This is an optimization exercise on Yosys and OpenROAD, whose aim is a short achievable clock period and few clock cycles, not a production implementation. Function was checked by simulation only, so behaviour that the tests miss may differ from the original. Power and IR drop assume default switching activity.

==> design/flow/design.v <==
module obc_crc_step (
    input  wire [15:0] acc,
    input  wire [7:0]  b,
    output wire [15:0] acc_next
);
    wire [15:0] s1 = {acc[7:0], acc[15:8]};
    wire [15:0] s2 = s1 ^ {8'h00, b};
    wire [15:0] s3 = s2 ^ {12'h000, s2[7:4]};
    wire [15:0] s4 = s3 ^ {s3[3:0], 12'h000};
    wire [15:0] s5 = s4 ^ {3'b000, s4[7:0], 5'b00000};
    assign acc_next = s5;
endmodule
module obc_xxtea_mx (
    input  wire [31:0] y,
    input  wire [31:0] z,
    input  wire [31:0] sum,
    input  wire [31:0] key,
    output wire [31:0] mx
);
    wire [31:0] t1 = (z >> 5) ^ (y << 2);
    wire [31:0] t2 = (y >> 3) ^ (z << 4);
    wire [31:0] t3 = sum ^ y;
    wire [31:0] t4 = key ^ z;
    assign mx = (t1 + t2) ^ (t3 + t4);
endmodule
module obc_cache_sel #(
    parameter CAPACITY = 8,
    parameter CUTOFF   = 8096
) (
    input  wire [16*CAPACITY-1:0] ids,
    input  wire [8*CAPACITY-1:0]  strs,
    input  wire [32*CAPACITY-1:0] ticks,
    input  wire [15:0]            in_id,
    input  wire [7:0]             in_str,
    input  wire [31:0]            in_tick,
    output reg                    found,      
    output reg  [2:0]             slot,
    output reg                    wr_en,      
    output reg                    wr_id       
);
    wire [31:0] thr = in_tick - CUTOFF;
    reg [CAPACITY-1:0] match;
    reg [CAPACITY-1:0] stale;
    integer i;
    always @(*) begin
        for (i = 0; i < CAPACITY; i = i + 1) begin
            match[i] = (ids[16*i +: 16] == in_id);
            stale[i] = (ticks[32*i +: 32] < thr);
        end
    end
    reg       m_any, s_any;
    reg [2:0] m_idx, s_idx;
    always @(*) begin
        m_any = 1'b0;
        m_idx = 3'd0;
        s_any = 1'b0;
        s_idx = 3'd0;
        for (i = CAPACITY - 1; i >= 0; i = i - 1) begin
            if (match[i]) begin
                m_any = 1'b1;
                m_idx = i[2:0];
            end
            if (stale[i]) begin
                s_any = 1'b1;
                s_idx = i[2:0];
            end
        end
    end
    always @(*) begin
        if (m_any) begin
            found = 1'b1;
            slot  = m_idx;
            wr_en = (strs[8*m_idx +: 8] >= in_str) || stale[m_idx];
            wr_id = 1'b0;
        end else if (s_any) begin
            found = 1'b1;
            slot  = s_idx;
            wr_en = 1'b1;
            wr_id = 1'b1;
        end else begin
            found = 1'b0;
            slot  = 3'd0;
            wr_en = 1'b0;
            wr_id = 1'b0;
        end
    end
endmodule
module obc_unit (
    input  wire        clk,
    input  wire        rst,
    input  wire        cmd_valid,
    output wire        cmd_ready,
    input  wire [63:0] cmd,
    output reg         resp_valid,
    output reg  [63:0] resp
);
    localparam CAPACITY = 8;
    localparam CUTOFF   = 8096;
    localparam [7:0] PROTO_PROX_REPORT     = 8'd69;
    localparam [7:0] PROTO_PROX_REPORT_EXT = 8'd70;
    localparam [7:0] PROX_STRENGTH         = 8'd3;
    localparam [7:0] OP_NOP    = 8'h00;
    localparam [7:0] OP_PUTB   = 8'h01;
    localparam [7:0] OP_GETB   = 8'h02;
    localparam [7:0] OP_CRC    = 8'h10;
    localparam [7:0] OP_CHK    = 8'h11;
    localparam [7:0] OP_NORM   = 8'h20;
    localparam [7:0] OP_DEC    = 8'h30;
    localparam [7:0] OP_DISP   = 8'h40;
    localparam [7:0] OP_UPSERT = 8'h50;
    localparam [7:0] OP_RDSLOT = 8'h51;
    localparam [7:0] OP_RXPKT  = 8'h60;
    localparam [7:0] ST_OK          = 8'h00;
    localparam [7:0] ST_CRC_FAIL    = 8'h01;
    localparam [7:0] ST_CACHE_FULL  = 8'h02;
    localparam [7:0] ST_ERR_OPCODE  = 8'h80;
    localparam [7:0] ST_ERR_OPERAND = 8'h81;
    localparam [31:0] DELTA    = 32'h9E3779B9;
    localparam [31:0] SUM_INIT = 32'hBE1E08BB;    
    localparam [31:0] KEY0     = 32'h4F70656E;
    localparam [31:0] KEY1     = 32'h42656163;
    localparam [31:0] KEY2     = 32'h6F6E2D4B;
    localparam [31:0] KEY3     = 32'h65793031;
    localparam [2:0] S_IDLE = 3'd0;
    localparam [2:0] S_DEC  = 3'd1;    
    localparam [2:0] S_WB   = 3'd2;    
    localparam [2:0] S_CRC  = 3'd3;    
    localparam [2:0] S_FIN  = 3'd4;    
    localparam [1:0] M_CRC = 2'd0;
    localparam [1:0] M_CHK = 2'd1;
    localparam [1:0] M_DEC = 2'd2;
    localparam [1:0] M_RX  = 2'd3;
    reg [7:0]  pkt [0:15];
    reg [15:0] c_id   [0:CAPACITY-1];
    reg [7:0]  c_str  [0:CAPACITY-1];
    reg [31:0] c_tick [0:CAPACITY-1];
    reg [2:0]  state;
    reg [1:0]  mode;
    reg [31:0] tick_r;       
    reg [31:0] v [0:3];      
    reg [31:0] sum;
    reg [4:0]  round;
    reg [1:0]  p;
    reg [15:0] crc_acc;
    reg [4:0]  crc_idx;
    reg [4:0]  crc_len;
    assign cmd_ready = (state == S_IDLE);
    wire [7:0]  op  = cmd[63:56];
    wire [7:0]  fa  = cmd[55:48];
    wire [15:0] fh  = cmd[47:32];
    wire [31:0] ft  = cmd[31:0];
    wire a_zero = (fa == 8'd0);
    wire h_zero = (fh == 16'd0);
    wire t_zero = (ft == 32'd0);
    reg known;
    reg operand_ok;
    always @(*) begin
        known      = 1'b1;
        operand_ok = 1'b0;
        case (op)
            OP_NOP:    operand_ok = a_zero && h_zero && t_zero;
            OP_PUTB:   operand_ok = (fh < 16'd16) && t_zero;
            OP_GETB:   operand_ok = a_zero && (fh < 16'd16) && t_zero;
            OP_CRC:    operand_ok = (fa <= 8'd16) && h_zero && t_zero;
            OP_CHK:    operand_ok = a_zero && h_zero && t_zero;
            OP_NORM:   operand_ok = a_zero && h_zero && t_zero;
            OP_DEC:    operand_ok = a_zero && h_zero && t_zero;
            OP_DISP:   operand_ok = a_zero && h_zero && t_zero;
            OP_UPSERT: operand_ok = 1'b1;
            OP_RDSLOT: operand_ok = a_zero && (fh < CAPACITY) && t_zero;
            OP_RXPKT:  operand_ok = a_zero && h_zero;
            default:   known = 1'b0;
        endcase
    end
    wire accept = cmd_valid && cmd_ready;
    wire [15:0] oid     = {pkt[1], pkt[2]};
    wire [7:0]  proto   = pkt[0];
    wire [7:0]  rawstr  = pkt[4];
    wire [15:0] carried = {pkt[14], pkt[15]};
    wire [7:0]  trk_str = (proto == PROTO_PROX_REPORT || proto == PROTO_PROX_REPORT_EXT)
                          ? PROX_STRENGTH : rawstr;
    reg  [16*CAPACITY-1:0] ids_flat;
    reg  [8*CAPACITY-1:0]  strs_flat;
    reg  [32*CAPACITY-1:0] ticks_flat;
    integer k;
    always @(*) begin
        for (k = 0; k < CAPACITY; k = k + 1) begin
            ids_flat[16*k +: 16]   = c_id[k];
            strs_flat[8*k +: 8]    = c_str[k];
            ticks_flat[32*k +: 32] = c_tick[k];
        end
    end
    wire        in_fin = (state == S_FIN);
    wire [15:0] u_id   = in_fin ? oid     : fh;
    wire [7:0]  u_str  = in_fin ? trk_str : fa;
    wire [31:0] u_tick = in_fin ? tick_r  : ft;
    wire       u_found;
    wire [2:0] u_slot;
    wire       u_wr_en;
    wire       u_wr_id;
    obc_cache_sel #(.CAPACITY(CAPACITY), .CUTOFF(CUTOFF)) u_cache_sel (
        .ids(ids_flat), .strs(strs_flat), .ticks(ticks_flat),
        .in_id(u_id), .in_str(u_str), .in_tick(u_tick),
        .found(u_found), .slot(u_slot), .wr_en(u_wr_en), .wr_id(u_wr_id)
    );
    wire [15:0] crc_next;
    obc_crc_step u_crc_step (.acc(crc_acc), .b(pkt[crc_idx[3:0]]), .acc_next(crc_next));
    wire [1:0]  e     = sum[3:2];
    wire [31:0] y_in  = v[p + 2'd1];
    wire [31:0] z_in  = v[p - 2'd1];
    reg  [31:0] key_sel;
    always @(*) begin
        case (p ^ e)
            2'd0:    key_sel = KEY0;
            2'd1:    key_sel = KEY1;
            2'd2:    key_sel = KEY2;
            default: key_sel = KEY3;
        endcase
    end
    wire [31:0] mx;
    obc_xxtea_mx u_mx (.y(y_in), .z(z_in), .sum(sum), .key(key_sel), .mx(mx));
    wire [31:0] v_new = v[p] - mx;
    integer i;
    always @(posedge clk) begin
        if (rst) begin
            state      <= S_IDLE;
            mode       <= M_CRC;
            resp_valid <= 1'b0;
            resp       <= 64'd0;
            tick_r     <= 32'd0;
            sum        <= 32'd0;
            round      <= 5'd0;
            p          <= 2'd0;
            crc_acc    <= 16'd0;
            crc_idx    <= 5'd0;
            crc_len    <= 5'd0;
            for (i = 0; i < 4; i = i + 1)
                v[i] <= 32'd0;
            for (i = 0; i < 16; i = i + 1)
                pkt[i] <= 8'd0;
            for (i = 0; i < CAPACITY; i = i + 1) begin
                c_id[i]   <= 16'd0;
                c_str[i]  <= 8'd0;
                c_tick[i] <= 32'd0;
            end
        end else begin
            resp_valid <= 1'b0;
            case (state)
                S_IDLE: begin
                    if (accept) begin
                        if (!known) begin
                            resp_valid <= 1'b1;
                            resp       <= {ST_ERR_OPCODE, 56'd0};
                        end else if (!operand_ok) begin
                            resp_valid <= 1'b1;
                            resp       <= {ST_ERR_OPERAND, 56'd0};
                        end else begin
                            case (op)
                                OP_NOP: begin
                                    resp_valid <= 1'b1;
                                    resp       <= {ST_OK, 56'd0};
                                end
                                OP_PUTB: begin
                                    pkt[fh[3:0]] <= fa;
                                    resp_valid   <= 1'b1;
                                    resp         <= {ST_OK, 56'd0};
                                end
                                OP_GETB: begin
                                    resp_valid <= 1'b1;
                                    resp       <= {ST_OK, pkt[fh[3:0]], 48'd0};
                                end
                                OP_CRC: begin
                                    mode    <= M_CRC;
                                    crc_acc <= 16'hFFFF;
                                    crc_idx <= 5'd0;
                                    crc_len <= fa[4:0];
                                    state   <= S_CRC;
                                end
                                OP_CHK: begin
                                    mode    <= M_CHK;
                                    crc_acc <= 16'hFFFF;
                                    crc_idx <= 5'd0;
                                    crc_len <= 5'd14;
                                    state   <= S_CRC;
                                end
                                OP_NORM: begin
                                    for (i = 0; i < 16; i = i + 1)
                                        pkt[i] <= pkt[i ^ 3];
                                    resp_valid <= 1'b1;
                                    resp       <= {ST_OK, 56'd0};
                                end
                                OP_DEC: begin
                                    mode <= M_DEC;
                                    for (i = 0; i < 4; i = i + 1)
                                        v[i] <= {pkt[4*i+3], pkt[4*i+2], pkt[4*i+1], pkt[4*i]};
                                    sum   <= SUM_INIT;
                                    round <= 5'd0;
                                    p     <= 2'd3;
                                    state <= S_DEC;
                                end
                                OP_DISP: begin
                                    resp_valid <= 1'b1;
                                    resp       <= {ST_OK, trk_str, oid, 24'd0, proto};
                                end
                                OP_UPSERT: begin
                                    resp_valid <= 1'b1;
                                    if (u_found) begin
                                        resp <= {ST_OK, 8'd0, 16'd0, 29'd0, u_slot};
                                        if (u_wr_en) begin
                                            c_str[u_slot]  <= fa;
                                            c_tick[u_slot] <= ft;
                                            if (u_wr_id)
                                                c_id[u_slot] <= fh;
                                        end
                                    end else begin
                                        resp <= {ST_CACHE_FULL, 56'd0};
                                    end
                                end
                                OP_RDSLOT: begin
                                    resp_valid <= 1'b1;
                                    resp       <= {ST_OK, c_str[fh[2:0]], c_id[fh[2:0]], c_tick[fh[2:0]]};
                                end
                                OP_RXPKT: begin
                                    mode   <= M_RX;
                                    tick_r <= ft;
                                    for (i = 0; i < 4; i = i + 1)
                                        v[i] <= {pkt[4*i], pkt[4*i+1], pkt[4*i+2], pkt[4*i+3]};
                                    sum   <= SUM_INIT;
                                    round <= 5'd0;
                                    p     <= 2'd3;
                                    state <= S_DEC;
                                end
                                default: ;
                            endcase
                        end
                    end
                end
                S_DEC: begin
                    v[p] <= v_new;
                    p    <= p - 2'd1;
                    if (p == 2'd0) begin
                        sum   <= sum - DELTA;
                        round <= round + 5'd1;
                        if (round == 5'd18)
                            state <= S_WB;
                    end
                end
                S_WB: begin
                    if (mode == M_RX) begin
                        for (i = 0; i < 4; i = i + 1) begin
                            pkt[4*i]   <= v[i][31:24];
                            pkt[4*i+1] <= v[i][23:16];
                            pkt[4*i+2] <= v[i][15:8];
                            pkt[4*i+3] <= v[i][7:0];
                        end
                        crc_acc <= 16'hFFFF;
                        crc_idx <= 5'd0;
                        crc_len <= 5'd14;
                        state   <= S_CRC;
                    end else begin
                        for (i = 0; i < 4; i = i + 1) begin
                            pkt[4*i]   <= v[i][7:0];
                            pkt[4*i+1] <= v[i][15:8];
                            pkt[4*i+2] <= v[i][23:16];
                            pkt[4*i+3] <= v[i][31:24];
                        end
                        resp_valid <= 1'b1;
                        resp       <= {ST_OK, 56'd0};
                        state      <= S_IDLE;
                    end
                end
                S_CRC: begin
                    if (crc_idx == crc_len) begin
                        if (mode == M_CRC) begin
                            resp_valid <= 1'b1;
                            resp       <= {ST_OK, 8'd0, crc_acc, 32'd0};
                            state      <= S_IDLE;
                        end else begin
                            state <= S_FIN;
                        end
                    end else begin
                        crc_acc <= crc_next;
                        crc_idx <= crc_idx + 5'd1;
                    end
                end
                S_FIN: begin
                    resp_valid <= 1'b1;
                    state      <= S_IDLE;
                    if (crc_acc != carried) begin
                        resp <= {ST_CRC_FAIL, 8'd0, crc_acc, 16'd0, carried};
                    end else if (mode == M_CHK) begin
                        resp <= {ST_OK, 8'd0, crc_acc, 16'd0, carried};
                    end else if (u_found) begin
                        resp <= {ST_OK, trk_str, oid, 29'd0, u_slot};
                        if (u_wr_en) begin
                            c_str[u_slot]  <= trk_str;
                            c_tick[u_slot] <= tick_r;
                            if (u_wr_id)
                                c_id[u_slot] <= oid;
                        end
                    end else begin
                        resp <= {ST_CACHE_FULL, trk_str, oid, 32'd0};
                    end
                end
                default: state <= S_IDLE;
            endcase
        end
    end
endmodule
==> design/flow/run.sh <==
#!/bin/bash
# synth_recipe.tcl (not shown) runs the flow's synth.tcl, then flattens the netlist and writes it again
# the make line also repeats each setting of config.mk as NAME=value (left out here)
make -C /OpenROAD-flow-scripts/flow DESIGN_CONFIG=/design/flow/config.mk WORK_HOME=/design/flow/orfs CLKGATE_MAP_FILE= SYNTH_SCRIPT=/design/flow/synth_recipe.tcl finish
==> design/flow/config.mk <==
export PLATFORM = sky130hd
export DESIGN_NAME = obc_unit
export DESIGN_NICKNAME = obc_unit
export VERILOG_FILES = /design/flow/design.v
export SDC_FILE = /design/flow/constraint.sdc
export NUM_CORES = 4
export LEC_CHECK = 0
export CAP_MARGIN = 20
export CORE_MARGIN = 2
export CORE_UTILIZATION = 40
export SLEW_MARGIN = 20
==> design/flow/constraint.sdc <==
create_clock -name core_clock -period 10.0 [get_ports {clk}]
set_input_delay 2.0000 -clock core_clock [delete_from_list [all_inputs] [get_ports {clk}]]
set_output_delay 2.0000 -clock core_clock [all_outputs]
set_load 0.01 [all_outputs]
==> flow_metrics.py <==
metrics = {
    "sta": {
        "timing.fmax_ghz": 0.106,
        "rsz0062_at_grt": "no",
        "tns_ps": 0,
        "slew_headroom_pct": 17.0,
        "tightest_slew_ps": 1230,
        "fin_skew_ps": 84.9,
        "finalHoldViolCount": 0,
        "drv_slew": 0,
        "fin_crit_sh_pct": 94.6,
        "fin_crit_ps": 9460,
        "fin_ws_ps": 544,
        "setup_viol_count_final": 0,
    },
    "floorplanning": {
        "die_h_um": 396,
        "dieArea_sq_mm": 0.157,
        "start_util_pct": 40.4,
        "die_x_um": 396,
        "rows": 143,
        "ios": 133,
        "core_sq_mm": 0.152,
    },
    "synthesis": {
        "synth_mux_area_share_pct": 14.1,
        "yosysUniqueCellTypes": 113,
        "synth-edff-count": 704,
        "synth_xor_xnor_area_share_pct": 6.30,
        "ys.flop_type": "edfxtp_1",
        "syn_area_sq_mm": 0.0614,
        "synthAdderAreaFrac_pct": 6.50,
        "ys_seq_area_share_pct": 39.9,
        "syn_inst": 6063,
        "synthSimpleGateAreaFrac_pct": 15.3,
        "yosysWarnings": 2,
        "ys_ff_latch": 872,
        "synth_compound_area_share_pct": 14.7,
        "synthArstFlopShare_pct": 0,
        "avgSynthCellArea_sq_um": 10.1,
        "synth_top_family_by_area": "simple AND/OR/NAND/NOR gates",
    },
    "drt": {
        "vias": 53600,
        "ant_nets": 0,
        "met2_length_um": 112000,
        "firstDrtPassIters": 8,
        "highest-signal-layer": "met5",
        "drc_errors": 0,
        "drt_iter0_markers": 7413,
        "route.met3.wl_um": 28800,
        "m1WireLength_um": 97200,
        "vias_per_cell": 6.49,
        "avgRoutedWirePerCell_um": 30.5,
        "drt-total-wl_um": 252000,
    },
    "placed_design": {
        "post-place-ws_ps": -72.5,
        "place_area_sq_mm": 0.0658,
        "place_inst": 8072,
        "place_congestion": 1.00,
        "port_buffers": 127,
        "dp_hpwl_um": 185000,
    },
    "worst_setup_path": {
        "path_cells": "clkdlybuf4s50_1, mux2i_1, ha_1, nor4_1, or2_1, nor3_1, xor2_1, mux2i_1, buf_4, ha_1, and3_1, nand4_1, a221oi_1, o32ai_1, a311oi_1, a211oi_1, o31ai_1, and4_1, nor3b_2, or4b_4, buf_4, mux2i_2, nor2_1",
        "crit_buf_inv": 3,
        "required_ps": 10500,
        "start_kind": "primary input",
        "cp-end-kind": "flip-flop",
        "r2r_end": "c_tick[5][4]",
        "slowest_delay_ps": 770,
        "rr_worst_depth": 29,
        "critical_path_class": "in -> reg",
        "cp_data_arrival_time_ps": 9950,
        "ff2ff_setup_slack_ps": 770,
        "cp_top_family": "simple AND/OR/NAND/NOR gates",
        "slowest_stage": "a221oi_1",
        "cp_max_fo": 27,
        "r2r-start": "state[0]",
    },
    "cells_and_area": {
        "instances_no_fill": 8269,
        "layout.nets": 6528,
        "area_growth_pct": 12.6,
        "finalInstanceArea_sq_mm": 0.0692,
        "final_layout_size_suffix_gt1_share_pct": 13.5,
    },
    "pwr": {
        "power_leakage_nw": 25.9,
        "power_per_cell_area_mw_per_mm2": 143,
        "p_total_mw": 9.91,
        "ir_drop_mv": 0.141,
        "clkPwrFrac_pct": 39.4,
        "netSwitchingPower_mw": 2.99,
        "power_frac_comb_pct": 18.3,
        "switching_share_pct": 30.1,
        "p_int_mw": 6.93,
        "p_seq_share_pct": 42.3,
    },
    "grt": {
        "grt_pass1_wl_um": 362000,
        "antenna_found_initial": 11,
        "grt_max_degree": 124,
        "grt_usage_pct": 31.4,
        "grt.overflow.total": 0,
        "grt_pass1_vias": 50800,
    },
    "cts": {
        "cts_num_sinks": 872,
        "tritoncts": "yes",
        "postCtsSetupBuffers": 0,
        "clk_path_buf_depth": 3,
        "cts_resized": 0,
        "h-tree-depth": 3,
        "tritoncts.num_buffers": 103,
        "clkLatencyLatePin_ps": 780,
        "cts-root-buf": "clkbuf_16",
        "cts.clk_slew.worst_paths_ps": 60,
        "ctsHoldBuffers": 0,
    },
    "hold_path": {
        "hold-path-endpoint": "resp[57]",
        "hp-start": "resp[57]",
        "min_path_type": "reg -> reg",
        "whs_path_depth": 2,
    },
    "run": {
        "maxCapViolCount": 0,
    },
    "status": {
        "status": "timing/DRC/antenna clean",
    },
}
==> kinds of logic (layout without fill, tap and decap cells) <==
| kind of cell | after synthesis | count (layout) |
|---|---|---|
| simple gates | 2091 | 2091 |
| compound gates | 1382 | 1382 |
| flops | 872 | 872 |
| buf+inv | 494 | 664 |
| mux | 468 | 468 |
| xor+xnor | 437 | 437 |
| fa+ha+maj | 318 | 318 |
| other cells | 1 | 7 |
==> how the worst max path moves through the flow <==
stage,start,to,slack (ps),depth (start not counted)
4_1_cts,cmd[5],c_tick[5][4],730,23
3_3_place_gp,cmd[5],c_tick[3][4],-80,23
2_1_floorplan,cmd[34],c_str[3][0],1260,25
5_1_grt,cmd[5],c_tick[5][4],210,23
3_5_place_dp,cmd[5],c_tick[5][4],-70,23
6_report,cmd[6],c_tick[5][4],540,23
==> through the flow <==
step                hold WS, ps  utilization (%)
floorplan                   475                -
global placement            449             43.2
detailed placement          446             43.2
CTS                         458             45.4
global route                474             45.4
finish                      459             45.4
==> cells in the mapped netlist, types with 22 or more instances <==
cell type / n / area [sq um]
nand2b_1: 48 / 300
o21a_1: 34 / 255
a221oi_1: 23 / 201
a21o_1: 119 / 893
a222oi_1: 25 / 250
nor3_1: 150 / 751
clkbuf_1: 259 / 972
nand4_1: 59 / 369
nand3_1: 110 / 551
buf_2: 33 / 165
xor2_1: 186 / 1630
a22oi_1: 102 / 766
o22ai_1: 42 / 263
dfxtp_1: 168 / 3360
edfxtp_1: 704 / 21100
a21oi_1: 347 / 1740
o21ai_0: 308 / 1540
mux2i_2: 36 / 495
mux4_2: 302 / 6800
buf_1: 70 / 263
nor2_1: 794 / 2980
a211oi_1: 65 / 488
nor2b_1: 35 / 219
nor4_1: 54 / 338
a31oi_1: 31 / 194
or3_1: 22 / 138
mux2i_1: 107 / 1070
xnor2_1: 248 / 2170
nand2_1: 697 / 2620
o211ai_1: 29 / 218
ha_1: 311 / 3890
inv_1: 111 / 417
o21ai_1: 27 / 135
==> registers in the layout (all words and copies together), names as in the netlist, named ones only <==
register	cells
crc_acc	16
p	2
pkt	128
crc_len	5
resp	59
sum	32
c_str	64
mode	2
crc_idx	5
tick_r	32
state	3
round	5
resp_valid	1
v	128
c_tick	256
c_id	128
==> power by group through the flow <==
stage	clock network [mW]	logic [mW]	registers [mW]
global placement	0	1.75	4.26
floorplan	0	1.13	4.18
CTS	3.93	1.77	4.18
global route	4.06	1.92	4.20
finish	3.91	1.81	4.19
detailed placement	0	1.76	4.26
==> tightest hold or removal path: stages (launching register included) <==
cell and delay (ps):
dfxtp_1 310, nand2_1 50, a21oi_1 50
==> placed cells by master (no fill, tap or decap), types with 111 or more instances in the layout <==
cell	n
xor2_1	186
a21oi_1	347
ha_1	310
clkdlybuf4s50_1	123
nor3_1	147
mux4_2	302
dfxtp_1	164
buf_4	216
o21ai_0	303
a21o_1	119
nand2_1	696
inv_1	111
edfxtp_1	704
nor2_1	793
xnor2_1	248
==> routing by layer <==
| layer | vias to the layer above | track usage (%) |
|---|---|---|
| met1 | 26600 | 41.8 |
| met4 | 12 | 15.1 |
| li1 | 22900 | - |
| met2 | 3441 | 48.3 |
| met3 | 676 | 6.90 |
| met5 | - | 0 |
==> layout make-up <==
type / instances / area [sq um]
Timing Repair Buffer: 355 / 3150
Clock buffer: 136 / 2780
Antenna cell: 2 / 5.00
Sequential cell: 872 / 24500
Multi-Input combinational cell: 4701 / 35100
Clock inverter: 59 / 659
Fill cell: 14200 / 83100
Inverter: 114 / 428
Tap cell: 2030 / 2540
Testbench counts, summed over its fixed seeds: cycles 42,632.

==> re-timing with driven ports <==
The results above use ideal ports. As a check the final layout listed here was re-extracted and re-timed, cells and wires unchanged. Step 1 assumes that a clkbuf_16 drives the clock port and a buf_2 every other input. Step 2 moves the port delays by t, midway between the first and last clock arrival at a register: inputs arrive t later, outputs are due t later. That takes back most of the time a late clock gives input paths. a / b / c = ideal / step 1 / step 2; a / b = the first two.
shift t [ns]: 0.828
setup slack, ns: 0.544 / 0.607 / -0.221
worst setup path at the end: input to register
With both steps, setup timing fails in this run, where it was met with ideal ports. For this run, drivers alone change the setup slack by +0.063 ns; drivers and shift together by -0.765 ns.
